Source: an optimization exercise on an open RTL-to-GDS flow (aim: small area and a short achievable clock period). Production flows keep margins and buffers that such runs may drop. Where RTL was checked, it was by simulation tests only, not by an equivalence proof against the original. Power and IR drop assume default switching activity.

==> flow/design.v <==
module crc16_step (
    input  wire [15:0] crc_in,
    input  wire [7:0]  data,
    output wire [15:0] crc_out
);
    wire [7:0] x = crc_in[15:8] ^ data;
    wire a = x[0] ^ x[4];
    wire b = x[1] ^ x[5];
    wire c = x[2] ^ x[6];
    wire d = x[3] ^ x[7];
    wire [15:0] t = {d, c, b, a ^ x[7], x[6], x[5], x[4], d,
                     c ^ x[7], b ^ x[6], a ^ x[5], x[4], d, c, b, a};
    assign crc_out = t ^ {crc_in[7:0], 8'h00};
endmodule
module crc_link (
    input  wire        clk,
    input  wire        rst,
    input  wire        op_valid,
    input  wire [3:0]  op_code,
    input  wire [7:0]  op_arg,
    input  wire        tick,
    output wire [5:0]  stat,          
    output wire [2:0]  op_status,
    output reg  [15:0] crc,
    output reg  [2:0]  rx_err,
    output reg  [7:0]  rx_len,
    output wire [15:0] rx_crc_calc,
    output wire [15:0] rx_crc_recv,
    output wire        txm_re,
    output wire [7:0]  txm_addr,
    input  wire [7:0]  txm_rdata,
    output wire        rxm_we,
    output wire [8:0]  rxm_addr,
    output wire [7:0]  rxm_wdata,
    output wire        txd,
    input  wire        rxd
);
    wire op_crc_init = op_valid && (op_code == 4'h1);
    wire op_crc_byte = op_valid && (op_code == 4'h2);
    wire op_tx_frame = op_valid && (op_code == 4'h4);
    wire op_rx_start = op_valid && (op_code == 4'h5);
    wire [15:0] crc_next;
    crc16_step u_hcrc (.crc_in(crc), .data(op_arg), .crc_out(crc_next));
    always @(posedge clk) begin
        if (rst || op_crc_init)
            crc <= 16'h0000;
        else if (op_crc_byte)
            crc <= crc_next;
    end
    reg [2:0]  tph;
    reg [7:0]  txlen;
    reg [7:0]  ta;
    reg [15:0] tcrc;
    reg [3:0]  ts;
    reg [2:0]  tbc;
    reg [8:0]  tsr;       
    reg        pay_end;   
    reg        tre;
    wire tx_busy  = (tph != 3'd0);
    wire ts_idle  = (ts == 4'd9);
    wire ts_fetch = (ts == 4'd14);
    wire ts_start = (ts == 4'd15);
    wire tstep    = !ts_idle && !ts_fetch && (tbc == 3'd0);
    wire in_pay   = (tph == 3'd3) && !pay_end;
    assign txm_re   = tre;
    assign txm_addr = ta;
    assign txd      = tsr[0];
    wire [7:0] tbits  = tsr[8:1];
    wire       tbit   = tbits[tbc];
    wire       crc_on = ts_start && (((tph == 3'd3) && (ta != 8'h00)) || (tph == 3'd4));
    wire       tfb    = tcrc[15] ^ tbit;
    reg [7:0] tbyte;
    always @* begin
        case (tph)
            3'd1:    tbyte = 8'h02;
            3'd2:    tbyte = txlen;
            3'd3:    tbyte = pay_end ? tcrc[15:8] : txm_rdata;
            3'd4:    tbyte = tcrc[15:8];
            default: tbyte = 8'h03;
        endcase
    end
    always @(posedge clk) begin
        if (rst) begin
            tph <= 3'd0;
        end else if (!tx_busy) begin
            if (op_tx_frame) begin
                tph   <= 3'd1;
                txlen <= op_arg;
                ta    <= 8'h00;
                tcrc  <= 16'h0000;
            end
        end else begin
            if (ts_idle) begin
                if (tph == 3'd6)
                    tph <= 3'd0;
            end else if (ts_fetch) begin
                if (in_pay)
                    ta  <= ta + 8'd1;
                else
                    tph <= tph + 3'd1;
            end
            if (crc_on)
                tcrc <= {tcrc[14:12], tcrc[11] ^ tfb, tcrc[10:5], tcrc[4] ^ tfb,
                         tcrc[3:0], tfb};
        end
        pay_end <= (ta == txlen);
        tre <= !rst && (tph == 3'd3) && !pay_end && (ts == 4'd8) && (tbc == 3'd0);
    end
    always @(posedge clk) begin
        if (rst) begin
            ts <= 4'd9;
        end else if (ts_idle) begin
            if (tx_busy && tph != 3'd6)
                ts <= 4'd14;
        end else if (ts_fetch || tbc == 3'd0) begin
            ts <= ts + 4'd1;
        end
        tbc <= ts_fetch ? 3'd7 : tbc - 3'd1;
        if (ts_fetch)
            tsr[8:1] <= tbyte;
        else if (tstep)
            tsr[8:1] <= {1'b1, tsr[8:2]};
        if (rst)
            tsr[0] <= 1'b1;
        else if (ts_fetch)
            tsr[0] <= 1'b0;
        else if (tstep)
            tsr[0] <= tsr[1];
    end
    reg       rxd_m, rxd_s;
    reg [3:0] rn;       
    reg [3:0] rb;
    reg [7:0] rdat;
    reg       push, ferr;
    always @(posedge clk) begin
        rxd_m <= rxd || rst;
        rxd_s <= rxd_m || rst;
        if (rst) begin
            rn   <= 4'd0;
            push <= 1'b0;
            ferr <= 1'b0;
        end else begin
            push <= 1'b0;
            ferr <= 1'b0;
            if (rn == 4'd0) begin
                if (!rxd_s) begin
                    rn <= 4'd1;
                    rb <= 4'd11;
                end
            end else if (rb != 4'd0) begin
                rb <= rb - 4'd1;
            end else if (rn != 4'd9) begin
                rdat <= {rxd_s, rdat[7:1]};
                rn   <= rn + 4'd1;
                rb   <= 4'd7;
            end else begin
                push <= rxd_s;
                ferr <= !rxd_s;
                rn   <= 4'd0;
            end
        end
    end
    reg [7:0] f0, f1, f2, f3, f4, f5, f6;
    reg [7:0] fdout;
    reg [3:0] fc;
    wire fifo_ne   = !fc[3];
    wire fifo_full = (fc == 4'd7);
    wire do_push   = push && !fifo_full;
    wire fifo_pop;
    reg [7:0] fnext;    
    wire [63:0] fsel = {f6, f5, f4, f3, f2, f1, f0, rdat};
    always @* fnext = fc[3] ? rdat : fsel[fc[2:0]*8 +: 8];
    always @(posedge clk) begin
        if (do_push) begin
            f0 <= rdat; f1 <= f0; f2 <= f1; f3 <= f2;
            f4 <= f3;   f5 <= f4; f6 <= f5;
        end
        if (fifo_pop || (push && !fifo_ne))
            fdout <= fnext;
        if (rst)
            fc <= 4'hF;
        else
            fc <= fc + {3'b000, do_push} - {3'b000, fifo_pop};
    end
    reg ferr_flag, ovr_flag, opst;
    reg rx_busy, rx_done;
    wire rx_start = op_rx_start && !rx_busy;
    always @(posedge clk) begin
        if (rst) begin
            ferr_flag <= 1'b0;
            ovr_flag  <= 1'b0;
        end else begin
            if (ferr)
                ferr_flag <= 1'b1;
            else if (rx_start)
                ferr_flag <= 1'b0;
            if (push && fifo_full)
                ovr_flag <= 1'b1;
            else if (rx_start)
                ovr_flag <= 1'b0;
        end
    end
    always @(posedge clk) begin
        if (rst)
            opst <= 1'b0;
        else if (op_tx_frame)
            opst <= tx_busy;
        else if (op_rx_start)
            opst <= rx_busy;
    end
    assign op_status = {2'b00, opst};
    reg [8:0]  rxcnt;
    reg [6:0]  rxtimer;     
    reg [15:0] rcrc;
    reg        f02;
    reg [7:0]  prev1, prev2;
    wire link_err = ferr_flag || ovr_flag;
    assign fifo_pop = rx_busy && !link_err && fifo_ne;
    wire [15:0] rcrc_next;
    crc16_step u_rcrc (.crc_in(rcrc), .data(fdout), .crc_out(rcrc_next));
    reg [1:0] dtail;
    wire [8:0] len2 = {1'b0, rx_len} + 9'd2;
    wire hdr   = (rxcnt[8:1] == 8'h00);
    wire crchi = (rxcnt == len2);
    always @(posedge clk) begin : dfr
        reg fin;
        fin = 1'b0;
        if (rst) begin
            rx_busy <= 1'b0;
            rx_done <= 1'b0;
            rx_len  <= 8'h00;
            rx_err  <= 3'd0;
        end else if (!rx_busy) begin
            if (op_rx_start) begin
                rx_busy <= 1'b1;
                rx_done <= 1'b0;
                rxcnt   <= 9'd0;
                rx_len  <= 8'h00;
                rxtimer <= 7'h7F;
                rx_err  <= 3'd0;
                rcrc    <= 16'h0000;
                dtail   <= 2'd0;
            end
        end else if (link_err) begin
            rx_busy <= 1'b0;
            rx_done <= 1'b1;
            rx_err  <= 3'd1;
        end else begin
            if (fifo_ne) begin
                rxcnt <= rxcnt + 9'd1;
                if (dtail != 2'd2) begin
                    prev1 <= fdout;
                    prev2 <= prev1;
                end
                if (hdr) begin
                    if (!rxcnt[0]) begin
                        f02 <= (fdout == 8'h02);
                    end else if (f02) begin
                        rx_len <= fdout;
                    end else begin
                        fin = 1'b1;
                        rx_err <= 3'd3;
                    end
                end else if (dtail == 2'd2) begin
                    fin = 1'b1;
                    if (fdout != 8'h03)
                        rx_err <= 3'd5;
                    else if (rcrc != {prev2, prev1})
                        rx_err <= 3'd4;
                end else if (dtail == 2'd1 || crchi) begin
                    dtail <= dtail + 2'd1;
                end else begin
                    rcrc <= rcrc_next;
                end
            end
            if (!fin && tick) begin
                rxtimer <= {rxtimer[5:0], rxtimer[6] ^ rxtimer[5]};
                if (rxtimer == 7'h34) begin
                    fin = 1'b1;
                    rx_err <= 3'd2;
                end
            end
            if (fin) begin
                rx_busy <= 1'b0;
                rx_done <= 1'b1;
            end
        end
    end
    reg crc_shown;
    always @(posedge clk)
        if (rst || rx_start)
            crc_shown <= 1'b0;
        else if (rx_busy && !link_err && fifo_ne && !hdr && dtail == 2'd2 && fdout == 8'h03)
            crc_shown <= 1'b1;
    assign rx_crc_calc = crc_shown ? rcrc : 16'h0000;
    assign rx_crc_recv = crc_shown ? {prev2, prev1} : 16'h0000;
    assign rxm_we    = fifo_pop;
    assign rxm_addr  = rxcnt;
    assign rxm_wdata = fdout;
    assign stat = {ovr_flag, ferr_flag, fifo_ne, rx_done, rx_busy, tx_busy};
endmodule
Settings: LEC_CHECK=0, ABC_CLOCK_PERIOD_IN_PS=2500, CAP_MARGIN=20, CORE_MARGIN=2, CORE_UTILIZATION=40, SETUP_SLACK_MARGIN=2.0, SLEW_MARGIN=20; clock period 4.5 ns.
run.sh (not shown) runs the stock make flow with config.mk's settings and CLKGATE_MAP_FILE= SYNTH_SCRIPT=/design/flow/synth_recipe.tcl, a recipe that flattens the netlist after the stock synthesis.
Rerun with:
--- a/flow/design.v
+++ b/flow/design.v
@@ -54,11 +54,11 @@
     reg [3:0]  ts;
     reg [2:0]  tbc;
     reg [8:0]  tsr;       
     reg        pay_end;   
     reg        tre;
-    wire tx_busy  = (tph != 3'd0);
+    reg        tx_busy;   
     wire ts_idle  = (ts == 4'd9);
     wire ts_fetch = (ts == 4'd14);
     wire ts_start = (ts == 4'd15);
     wire tstep    = !ts_idle && !ts_fetch && (tbc == 3'd0);
     wire in_pay   = (tph == 3'd3) && !pay_end;
@@ -79,22 +79,26 @@
             default: tbyte = 8'h03;
         endcase
     end
     always @(posedge clk) begin
         if (rst) begin
-            tph <= 3'd0;
+            tph     <= 3'd0;
+            tx_busy <= 1'b0;
         end else if (!tx_busy) begin
             if (op_tx_frame) begin
-                tph   <= 3'd1;
+                tph     <= 3'd1;
+                tx_busy <= 1'b1;
                 txlen <= op_arg;
                 ta    <= 8'h00;
                 tcrc  <= 16'h0000;
             end
         end else begin
             if (ts_idle) begin
-                if (tph == 3'd6)
-                    tph <= 3'd0;
+                if (tph == 3'd6) begin
+                    tph     <= 3'd0;
+                    tx_busy <= 1'b0;
+                end
             end else if (ts_fetch) begin
                 if (in_pay)
                     ta  <= ta + 8'd1;
                 else
                     tph <= tph + 3'd1;
=> The new run went through all stages and came out clean; hold slack stays flat; via count grows by 1.7%; non-clock buffer count came out lower by 7; clock power went up by about 2%; flip-flop and latch count rose by 1.
Function not checked in the first run of this note: the RTL went through the layout flow alone.

## re-timing with driven ports
Ports are ideal in the flow. The routed layouts listed here were re-timed in OpenROAD. Step 1, drivers: a clkbuf_16 drives clk and a buf_2 each remaining input, both assumed. Step 2 also shifts input and output timing later by t, the mid clock arrival at the registers, as if the neighbouring blocks saw the same clock. a / b / c = ideal / step 1 / step 2; a / b = the first two.
run	shift t [ns]	setup WS [ns]	worst hold slack (ns)	slew at the worst register clock pin (ns)
the first run	0.577	1.930 / 1.884 / 1.586	0.409 / 0.409 / 0.409	0.06 / 0.06
the second run	0.558	2.030 / 1.983 / 1.517	0.407 / 0.407 / 0.407	0.06 / 0.06
After both steps setup and hold are still met in every run listed. For the second run, which loses most, drivers alone change the setup slack by -0.047 ns; drivers and shift together by -0.513 ns.
